From an optimization exercise on the open Yosys and OpenROAD flow, aimed at small area, a short achievable clock period and few clock cycles; shortcuts taken in it are not production practice. Where RTL was checked, it was by simulation tests only, not by an equivalence proof against the original. No activity file was given, so power comes from the tool's default toggle rates.

fjord:
==> flow/design.v (excerpt) <==
module lcb_effect_player (
    input  wire        clk,
    input  wire        rst,             
    input  wire        ev_valid,
    output wire        ev_ready,
    input  wire [1:0]  ev_op,           
    input  wire [7:0]  ev_kind,         
    input  wire [23:0] ev_on,           
    input  wire [23:0] ev_off,          
    input  wire [31:0] ev_t0,
    input  wire [31:0] ev_t1,
    input  wire [31:0] ev_hold,
    input  wire [31:0] ev_repeat,
    input  wire [31:0] ev_delay,
    output wire        resp_valid,
    output wire [7:0]  resp_status,
    output wire [2:0]  resp_phase,      
    output wire [1:0]  resp_kind,
    output wire [31:0] resp_remaining,
    output wire [31:0] resp_elapsed,
    output wire        resp_armed,
    output wire [31:0] resp_count,
    output wire        sink_valid,
    output wire [23:0] sink_color       
);
Size: ~380 flip-flops, roughly 360 I/O pins, about 23000 um^2 of cells after synthesis.
Settings: LEC_CHECK=0, CAP_MARGIN=20, CORE_MARGIN=2, CORE_UTILIZATION=50, PLACE_DENSITY=0.65, SLEW_MARGIN=20; clock period 12.0 ns.
standard.sh (not shown) runs the stock make flow with config.mk's settings and CLKGATE_MAP_FILE= SYNTH_SCRIPT=/design/flow/synth_recipe.tcl, a recipe that flattens the netlist after the stock synthesis.
==> flow/flow/run.sh <==
#!/bin/bash
# The standard layout (the standard.sh: standard synthesis, ORFS floorplan to final) with
# these changes to how it is made:
#  - timing repair aims for SETUP_SLACK_MARGIN ns of setup slack rather than 0, so the
#    resizer keeps shortening paths below the clock period;
#  - the port buffers that buffer_ports inserts on every input and output are buf_1 cells;
#  - clock tree synthesis builds the tree from clkbuf_8 cells, in clusters of up to 15 registers, and adds no dummy loads.
# The SDC, the clock period and every other setting are the standard flow's. ORFS's output goes to
# flow.log.
set -euo pipefail
bash standard.sh SETUP_SLACK_MARGIN=${MARGIN:-8.0} \
    BUFFER_PORTS_ARGS="-buffer_cell sky130_fd_sc_hd__buf_1" \
    CTS_ARGS="-sink_clustering_enable -repair_clock_nets -dont_use_dummy_load -buf_list sky130_fd_sc_hd__clkbuf_8 -sink_clustering_size 15 -sink_clustering_max_diameter 60" \
    finish > flow.log 2>&1
Testbench counts of fjord, summed over its fixed seeds: cycles 48,260.
Changes in quartz relative to fjord:
Settings: swapping 50 for 40 in CORE_UTILIZATION; swapping 0.65 for 0.6 in PLACE_DENSITY.
diff --git a/flow/flow/run.sh b/flow/flow/run.sh
--- a/flow/flow/run.sh
+++ b/flow/flow/run.sh
@@ -11 +11 @@
-bash standard.sh SETUP_SLACK_MARGIN=${MARGIN:-8.0} \
+bash standard.sh SETUP_SLACK_MARGIN=${MARGIN:-8.25} \
## What came out
quartz vs. fjord: largest stage delay on the critical path picked up an extra 250 ps, share of synthesized area spent on multiplexers neither gained nor lost much, wire length on met3 lost 7.2%, data required time of the critical path lost 20 ps, leakage power figure picked up an extra 7.6%. Of quartz and fjord, the run reporting the higher clock network power share was quartz. Re data-path buffer share of cell area in the final layout: quartz is 2.4 points up on fjord. The count of fill cells added during filler insertion number comes out lower for fjord vs quartz. For total number of multi-input combinational cells, fjord and quartz come out practically identical. After detailed routing, fjord needs less wire than quartz.
Setup changes, quartz to ember
diff --git a/flow/flow/run.sh b/flow/flow/run.sh
--- a/flow/flow/run.sh
+++ b/flow/flow/run.sh
@@ -7 +7 @@
-#  - clock tree synthesis builds the tree from clkbuf_8 cells, in clusters of up to 15 registers, and adds no dummy loads.
+#  - clock tree synthesis builds the tree from clkbuf_8 cells and adds no dummy loads.
@@ -11 +11 @@
-bash standard.sh SETUP_SLACK_MARGIN=${MARGIN:-8.25} \
+bash standard.sh SETUP_SLACK_MARGIN=${MARGIN:-7.5} \
@@ -13 +13 @@
-    CTS_ARGS="-sink_clustering_enable -repair_clock_nets -dont_use_dummy_load -buf_list sky130_fd_sc_hd__clkbuf_8 -sink_clustering_size 15 -sink_clustering_max_diameter 60" \
+    CTS_ARGS="-sink_clustering_enable -repair_clock_nets -dont_use_dummy_load -buf_list sky130_fd_sc_hd__clkbuf_8" \
[summary]
| met1 usage in global routing | lower: ember |
In the reports for ember and quartz, the larger pin count of the biggest net entering global routing belongs to ember.
ember vs. quartz: wire length on met3 went down by about 13%.
Changes in juniper relative to ember:
diff --git a/flow/flow/run.sh b/flow/flow/run.sh
--- a/flow/flow/run.sh
+++ b/flow/flow/run.sh
@@ -7 +7 @@
-#  - clock tree synthesis builds the tree from clkbuf_8 cells and adds no dummy loads.
+#  - clock tree synthesis builds the tree from clkbuf_8 cells, in clusters of up to 15 registers, and adds no dummy loads.
@@ -11 +11 @@
-bash standard.sh SETUP_SLACK_MARGIN=${MARGIN:-7.5} \
+bash standard.sh SETUP_SLACK_MARGIN=${MARGIN:-8.0} \
@@ -13 +13 @@
-    CTS_ARGS="-sink_clustering_enable -repair_clock_nets -dont_use_dummy_load -buf_list sky130_fd_sc_hd__clkbuf_8" \
+    CTS_ARGS="-sink_clustering_enable -repair_clock_nets -dont_use_dummy_load -buf_list sky130_fd_sc_hd__clkbuf_8 -sink_clustering_size 15 -sink_clustering_max_diameter 60" \
NOTE total length of routed wires ember->juniper decreased slightly
The final reports for juniper and ember show largest fanout on the critical path higher in the former.
On cell-internal power, juniper does better than ember.
Between juniper and ember, combinational logic power is lower for ember, juniper comes in above that.
The worst setup slack in juniper was higher than what ember gave.
Changes in zinc relative to juniper:
==> flow/flow/run.sh <==
#!/bin/bash
# The standard layout (the standard.sh: standard synthesis, ORFS floorplan to final) with
# two changes to how it is made: timing repair aims for SETUP_SLACK_MARGIN ns of setup slack
# rather than 0, so the resizer keeps shortening paths below the clock period, and the port
# buffers that buffer_ports inserts on every input and output are buf_1 cells. The SDC, the
# clock period and every other setting are the standard flow's. ORFS's output goes to flow.log.
set -euo pipefail
bash standard.sh SETUP_SLACK_MARGIN=${MARGIN:-7.5} \
    BUFFER_PORTS_ARGS="-buffer_cell sky130_fd_sc_hd__buf_1" finish > flow.log 2>&1
--- outcome ---
zinc and juniper ended up with roughly the same overall via count from detail_route.
zinc: sequential cell area share is 0.30 points higher than what juniper reported.
Taking juniper as the reference point, the switching part of the total power of zinc falls by 2.2 points.
Summary — met2 wire length, zinc relative to juniper: higher, by about 1.2%.
When zinc is set beside juniper, its maximum fanout encountered on the critical timing path turns out to be 22 larger.
zinc reports its kind of critical path as input port to register while juniper reports register to register.
Compare juniper and zinc | non-clock buffer count lower: zinc
The fmax of zinc falls short of that of juniper by 4.2 MHz.
When zinc is measured against juniper, its total power of the final layout turns out about 14% higher.


== the baseline ==
lcb_effect_player, a different RTL version from the one above (not shown whole).
For scale: ~2700 cells after synthesis, about 370 flip-flops, roughly 360 I/O pins, ~24000 µm² of cells after synthesis.
export LEC_CHECK = 0
export CAP_MARGIN = 20
export CORE_MARGIN = 2
export CORE_UTILIZATION = 40
export PLACE_DENSITY = 0.6
export SLEW_MARGIN = 20
create_clock -name core_clock -period 12.0 [get_ports {clk}]
==> flow/flow/run.sh <==
#!/bin/bash
# The standard layout (the standard.sh: standard synthesis, ORFS floorplan to final),
# with timing repair asked to reach SETUP_SLACK_MARGIN ns of setup slack instead of 0, so
# the resizer keeps shortening paths below the design's clock period. The SDC, the clock
# period and every other setting stay the standard flow's. ORFS's output goes to flow.log.
set -euo pipefail
bash standard.sh SETUP_SLACK_MARGIN=${MARGIN:-8} finish > flow.log 2>&1
Input changes introduced in the candidate (baseline for comparison: the baseline):
==> flow/run.sh (new file) <==
#!/bin/bash
# synth_recipe.tcl (not shown) runs the flow's synth.tcl, then flattens the netlist and writes it again
# the make line also repeats each setting of config.mk as NAME=value (left out here)
make -C /OpenROAD-flow-scripts/flow DESIGN_CONFIG=/design/flow/config.mk WORK_HOME=/design/flow/orfs CLKGATE_MAP_FILE= SYNTH_SCRIPT=/design/flow/synth_recipe.tcl finish
removed: flow/flow/run.sh
removed: flow/standard.sh
Re worst hold slack: the baseline and the candidate aren't equal, and the lower value belongs to the candidate. The candidate against the baseline: total of clock buffers placed in the layout went up, count of vias placed by the detailed router went down, number of global-route vias before repair went down, total power after layout went down.
No run of this note included a check of the RTL's function; only the layout flow was run.


lcb_effect_player, a different RTL version from the one above (not shown whole).
For scale: ~2500 cells after synthesis, roughly 370 flip-flops, about 23000 µm² of cells after synthesis.
clock: 12.0 ns
lec_check: 0
cap_margin: 20
core_margin: 2
core_utilization: 40
place_density: 0.6
slew_margin: 20
run.sh (not shown) runs the stock make flow with config.mk's settings and CLKGATE_MAP_FILE= SYNTH_SCRIPT=/design/flow/synth_recipe.tcl, a recipe that flattens the netlist after the stock synthesis.
Stock flow here: none of the scripts above is used.
The first run finished clean.
Testbench counts at the start, summed over its fixed seeds: cycles 48,260.
Next try:
==> flow/flow/run.sh (new file) <==
#!/bin/bash
# The standard layout (the standard.sh: standard synthesis, ORFS floorplan to final) with
# two changes to how it is made: timing repair aims for SETUP_SLACK_MARGIN ns of setup slack
# rather than 0, so the resizer keeps shortening paths below the clock period, and the port
# buffers that buffer_ports inserts on every input and output are buf_1 cells. The SDC, the
# clock period and every other setting are the standard flow's. ORFS's output goes to flow.log.
set -euo pipefail
bash standard.sh SETUP_SLACK_MARGIN=${MARGIN:-7.5} \
    BUFFER_PORTS_ARGS="-buffer_cell sky130_fd_sc_hd__buf_1" finish > flow.log 2>&1
==> flow/standard.sh (new file) <==
#!/bin/bash
# synth_recipe.tcl (not shown) runs the flow's synth.tcl, then flattens the netlist and writes it again
# the make line also repeats each setting of config.mk as NAME=value (left out here)
make -C /OpenROAD-flow-scripts/flow DESIGN_CONFIG=/design/flow/config.mk WORK_HOME=/design/flow/orfs CLKGATE_MAP_FILE= SYNTH_SCRIPT=/design/flow/synth_recipe.tcl "${@:-finish}"
removed: flow/run.sh
=> The new run finished with timing, DRC and antenna clean. Utilization decreases by 0.81 points. Setup slack improved by 1.8 ns. Total power is about the same. Non-clock buffer count increases by 82. Clock-buffer cell count decreases by 2. Die area is unchanged. Wire length increases by 3.1%. Worst hold slack barely changes. Cell count increases by 2.4%.

what the ideal ports hide:
Ports are ideal in the flow. The routed layouts listed here were re-timed in OpenROAD.
Step 1 assumes that a clkbuf_16 drives the clock port and a buf_2 every other input.
Step 2 moves the port delays by t, midway between the first and last clock arrival at a register: inputs arrive t later, outputs are due t later. That takes back most of the time a late clock gives input paths.
Three values: ideal, step 1, step 2; two values: the first two.
| run | shift t [ns] | setup slack, ns | hold WS [ns] | worst setup path after step 2 | worst data-port slew with drivers (ns) |
|---|---|---|---|---|---|
| fjord | 0.677 | 7.645 / 7.645 / 7.217 | 0.473 / 0.473 / 0.473 | input to register | 0.07 |
| quartz | 0.677 | 7.591 / 7.591 / 7.356 | 0.457 / 0.457 / 0.457 | input to register | 0.06 |
| ember | 0.704 | 7.453 / 7.453 / 6.892 | 0.450 / 0.450 / 0.450 | input to register | 0.07 |
| juniper | 0.669 | 7.650 / 7.650 / 7.241 | 0.460 / 0.460 / 0.460 | input to register | 0.05 |
| zinc | 0.648 | 7.568 / 7.574 / 6.957 | 0.457 / 0.457 / 0.457 | input to register | 0.07 |
| the baseline | 0.635 | 6.589 / 6.589 / 6.589 | 0.491 / 0.491 / 0.491 | register to register | 0.07 |
| the candidate | 0.645 | 5.542 / 5.542 / 5.542 | 0.471 / 0.471 / 0.471 | register to register | 0.07 |
| the first run of note 3 | 0.637 | 5.137 / 5.137 / 5.137 | 0.467 / 0.467 / 0.467 | register to register | 0.09 |
| the second run of note 3 | 0.647 | 6.982 / 6.982 / 6.745 | 0.467 / 0.467 / 0.467 | input to register | 0.09 |
After both steps every run listed still meets setup and hold. For zinc, which loses most, drivers alone change the setup slack by +0.006 ns; drivers and shift together by -0.611 ns.
